This design comes from an exercise in tuning for small area, a short achievable clock period and few clock cycles on the open sky130 flow, not from production work.
In this exercise RTL edits were held to simulation tests only and were not proved equivalent to the original.
Power is estimated from default activity; no workload was simulated.

==> willow <==
Design b58_codec, start of the top module:
module b58_codec (
  input  wire       clk,
  input  wire       rst,
  input  wire       cmd_valid,
  output wire       cmd_ready,
  input  wire       cmd_dec,
  input  wire [5:0] cmd_len,
  input  wire [5:0] cmd_cap,
  input  wire       in_valid,
  output wire       in_ready,
  input  wire [7:0] in_data,
  output reg        out_valid,
  output reg  [7:0] out_data,
  output reg        rsp_valid,
  output reg  [1:0] rsp_code,
  output reg  [5:0] rsp_val
);
Settings: LEC_CHECK=0, ABC_AREA=1, CAP_MARGIN=20, CORE_MARGIN=2, CORE_UTILIZATION=60, SLEW_MARGIN=20; clock period 12.0 ns.
run.sh (not shown) runs the stock make flow with config.mk's settings and CLKGATE_MAP_FILE= SYNTH_SCRIPT=/design/flow/synth_recipe.tcl, a recipe that flattens the netlist after the stock synthesis.
==> inputs of juniper, as changes to willow <==
--- a/flow/design.v
+++ b/flow/design.v
@@ -85,12 +85,12 @@
   reg  [7:0]   abuf;        
   reg  [7:0]   ibuf;        
   reg          dok_r;       
   reg  [5:0]   pcnt;        
   reg  [1:0]   pass;        
-  reg  [2:0]   wsel;        
-  reg  [2:0]   actm;        
+  reg  [5:0]   wsel;        
+  reg  [5:0]   actm;        
   reg  [5:0]   cin_r;       
   reg          clr;         
   reg  [287:0] num;
   reg          empty;       
   reg  [263:0] obuf;
@@ -111,24 +111,30 @@
   reg  [5:0]   val_r;
   assign cmd_ready = cmd_rdy_q;
   assign in_ready  = in_rdy_q;
   wire take_cmd = cmd_valid & cmd_rdy_q;
   wire take_in  = in_valid & in_rdy_q;
+  wire [47:0] slot [0:5];
   genvar g;
+  generate
+    for (g = 0; g < 6; g = g + 1) begin : sl
+      assign slot[g] = num[48*g +: 48];
+    end
+  endgenerate
   wire       a_ok;
   wire [5:0] a_dig;
   b58_char2digit u_c2d (.char(abuf), .valid(a_ok), .digit(a_dig));
-  wire [95:0] dwin  = num[95:0];
+  wire [47:0] dwin  = slot[0];
   wire [5:0]  d_cin = cin_r;
-  wire [101:0] d_a   = {dwin, d_cin};
-  wire [101:0] d_b   = ~{3'd0, dwin, 3'd0};
-  wire [101:0] d_c   = {5'd0, dwin, 1'b1};
-  wire [101:0] d_s   = d_a ^ d_b ^ d_c;
-  wire [101:0] d_y   = {(d_a[100:0] & d_b[100:0]) | (d_a[100:0] & d_c[100:0]) | (d_b[100:0] & d_c[100:0]), 1'b0};
-  wire [101:0] d_sum = d_s + d_y;
-  wire [95:0]  d_out  = d_sum[95:0];
-  wire [5:0]   d_cout = d_sum[101:96];
+  wire [53:0] d_a   = {dwin, d_cin};
+  wire [53:0] d_b   = ~{3'd0, dwin, 3'd0};
+  wire [53:0] d_c   = {5'd0, dwin, 1'b1};
+  wire [53:0] d_s   = d_a ^ d_b ^ d_c;
+  wire [53:0] d_y   = {(d_a[52:0] & d_b[52:0]) | (d_a[52:0] & d_c[52:0]) | (d_b[52:0] & d_c[52:0]), 1'b0};
+  wire [53:0] d_sum = d_s + d_y;
+  wire [47:0] d_out  = d_sum[47:0];
+  wire [5:0]  d_cout = d_sum[53:48];
   wire [1:0] e_bits = (pass == 2'd0) ? ibuf[7:6] : (pass == 2'd1) ? ibuf[5:4] :
                       (pass == 2'd2) ? ibuf[3:2] : ibuf[1:0];
   reg  [263:0] e_t;
   reg  [43:0]  ges;
   reg  [5:0]   ed;
@@ -155,14 +161,14 @@
     end
   end
   wire proc      = state[SL] & bfull;
   wire e_proc    = proc & ~dec;
   wire d_proc    = proc & dec;
-  wire [2:0] shl = {1'b0, actm[2], |actm[2:1]};
-  wire [2:0] upm = {actm[1:0], 1'b0};
+  wire [5:0] shl = {1'b0, actm[5], |actm[5:4], |actm[5:3], |actm[5:2], |actm[5:1]};
+  wire [5:0] upm = {actm[4:0], 1'b0};
   wire       top = |(wsel & actm);
-  wire       ext_maybe = |(dwin[95:90]);
+  wire       ext_maybe = |(dwin[47:42]);
   wire first     = dec ? wsel[0] : (pass == 2'd0);
   wire byte_done = proc & (dec ? top : (pass == 2'd3));
   wire all_done  = byte_done & (pcnt == len);
   wire av        = afull | took;
   wire xfer      = av & (~bfull | byte_done);
@@ -177,11 +183,11 @@
   reg        last_n;
   always @(*) begin
     if (!dec)
       last_n = proc & (pass == 2'd2);              
     else if (proc && !top)
-      last_n = |({wsel[1:0], 1'b0} & actm);        
+      last_n = |({wsel[4:0], 1'b0} & actm);        
     else if (proc)
       last_n = actm[0] & ~ext_maybe;               
     else
       last_n = actm[0];
   end
@@ -235,35 +241,35 @@
   wire done_n  = (state[SL] & all_done) | (state[SD] & ~handoff);
   wire ofree_n = handoff ? empty :
                  ostate[OI] | ostate[OR] |
                  (ostate[OO] & ((ocnt == 6'd1) | (ocnt == 6'd2))) |
                  (ostate[O3] & (o_bad | over));
-  reg  [95:0] oth [0:2];
-  reg  [2:0]  oen;
+  reg  [47:0] oth [0:5];
+  reg  [5:0]  oen;
   integer b;
   always @(*) begin
-    for (b = 0; b < 3; b = b + 1) begin
-      oth[b] = num[96*b +: 96];
+    for (b = 0; b < 6; b = b + 1) begin
+      oth[b] = num[48*b +: 48];
       oen[b] = 1'b0;
       if (clr) begin
-        oth[b] = 96'd0; oen[b] = 1'b1;
+        oth[b] = 48'd0; oen[b] = 1'b1;
       end else if (d_proc && shl[b]) begin
-        oth[b] = (b < 2) ? num[96*(b+1) +: 96] : 96'd0; oen[b] = 1'b1;
+        oth[b] = (b < 5) ? num[48*(b+1) +: 48] : 48'd0; oen[b] = 1'b1;
       end
     end
   end
   always @(posedge clk) begin
-    for (b = 0; b < 3; b = b + 1) begin
+    for (b = 0; b < 6; b = b + 1) begin
       if (e_proc && !clr) begin
-        if (b < 2) num[96*b +: 96] <= e_t[96*b +: 96];
-        else       num[192 +: 72]  <= e_t[192 +: 72];
+        if (b < 5) num[48*b +: 48] <= e_t[48*b +: 48];
+        else       num[240 +: 24]  <= e_t[240 +: 24];
       end else if (d_proc && !clr && actm[b])
-        num[96*b +: 96] <= d_out;
+        num[48*b +: 48] <= d_out;
       else if (d_proc && !clr && top && upm[b])
-        num[96*b +: 6] <= d_cout;        
+        num[48*b +: 6] <= d_cout;        
       else if (oen[b])
-        num[96*b +: 96] <= oth[b];
+        num[48*b +: 48] <= oth[b];
     end
   end
   always @(posedge clk) begin
     if (take_in) abuf <= in_data;
     clr <= take_cmd;
@@ -276,14 +282,14 @@
       cin_r <= d_cout;
     if (proc) begin
       pass <= pass + 2'd1;
       if (dec) begin
         if (top) begin
-          wsel <= 3'd1;
-          if (ext_maybe && !actm[2]) actm <= upm;
+          wsel <= 6'd1;
+          if (ext_maybe && !actm[5]) actm <= upm;
         end else
-          wsel <= {wsel[1:0], 1'b0};
+          wsel <= {wsel[4:0], 1'b0};
       end
     end
     if (proc && first) begin
       if (!dec) begin
         if (zrun && ibuf == 8'd0) zcnt <= zcnt + 6'd1;
@@ -364,12 +370,12 @@
     if (clr) begin
       pcnt <= 6'd0;
       zcnt <= 6'd0;
       zrun <= 1'b1;
       bad  <= 1'b0;
-      wsel <= 3'd1;
-      actm <= 3'd1;
+      wsel <= 6'd1;
+      actm <= 6'd1;
       pass <= 2'd0;
     end
   end
   always @(posedge clk) begin
     out_valid <= 1'b0;
==> summary.txt <==
Against willow, the sequential cell count of juniper is higher by 6. In juniper the synthesized area is lower than in willow, by about 13%. juniper went through all stages and came out clean. willow ran to the end with no violations. Between juniper and willow, the lower setup slack is in willow (gap 0.14 ns). Between juniper and willow, the lower combinational power is in juniper (gap 31%, measured against willow). Against juniper, the global-route usage of willow is higher by 5.3 points. Of juniper and willow, willow has the higher cell count (gap about 18%, measured against willow). In juniper the non-clock buffer count is higher than in willow, by 8. In juniper the register-to-register slack is better than in willow, by 0.14 ns.
==> figures <==
| item | willow | juniper |
|---|---|---|
| Synthesized-area fraction occupied by and/or/nand/nor cells | 28.83% | 25.00% |
| Met2 routing resource usage after global routing | 70.04% | 62.28% |
| Arrival time of the worst setup path | 5.12 ns | 5.05 ns |
| Share of the clock period used by the worst path | 39.03% | 37.89% |
| Routed wire length | 231600 microns | 178700 microns |
| Number of flip-flops and latches | 733 | 739 |
| Number of multi-input combinational cells in the layout | 5449 | 4337 |
| Clk network pwr share | 26.0% | 29.3% |
| M1 GR Usage | 57.76% | 57.89% |
| Compound-gate portion of the synthesized area | 11.26% | 12.99% |
| Via count of the first global-routing pass | 51448 | 42326 |
| Cell count along the critical path | 15 | 17 |
| Worst slew pin tran | 1.255 ns | 1.211 ns |
| First-pass GRT wire length | 331700 microns | 262700 microns |
| Routed length on met3 | 34880 microns | 27600 microns |
| Fraction of synthesized cell area in xor and xnor cells | 3.120% | 3.099% |
| Result of the run | complete, no violations | complete, no violations |
Testbench counts of willow, summed over its fixed seeds: cycles 26,941.
Testbench counts of juniper, summed over its fixed seeds: cycles 31,675.

port drivers added, routing unchanged:
The flow's constraints put no driver on any port. The routed layouts listed below were extracted and timed again, unchanged, in two steps. Step 1 sets driving cells, clkbuf_16 on the clock port and buf_2 on the other inputs (assumed; they add their load-dependent delay and slew). Step 2 moves the port delays by t, midway between the first and last clock arrival at a register: inputs arrive t later, outputs are due t later. That takes back most of the time a late clock gives input paths. a / b / c = ideal / step 1 / step 2; a / b = the first two.
| run | t, ns | setup slack, ns | hold slack, ns |
|---|---|---|---|
| willow | 0.743 | 7.316 / 7.316 / 7.316 | 0.353 / 0.353 / 0.353 |
| juniper | 0.699 | 7.453 / 7.453 / 7.453 | 0.351 / 0.351 / 0.351 |
After both steps every run listed still meets setup and hold.
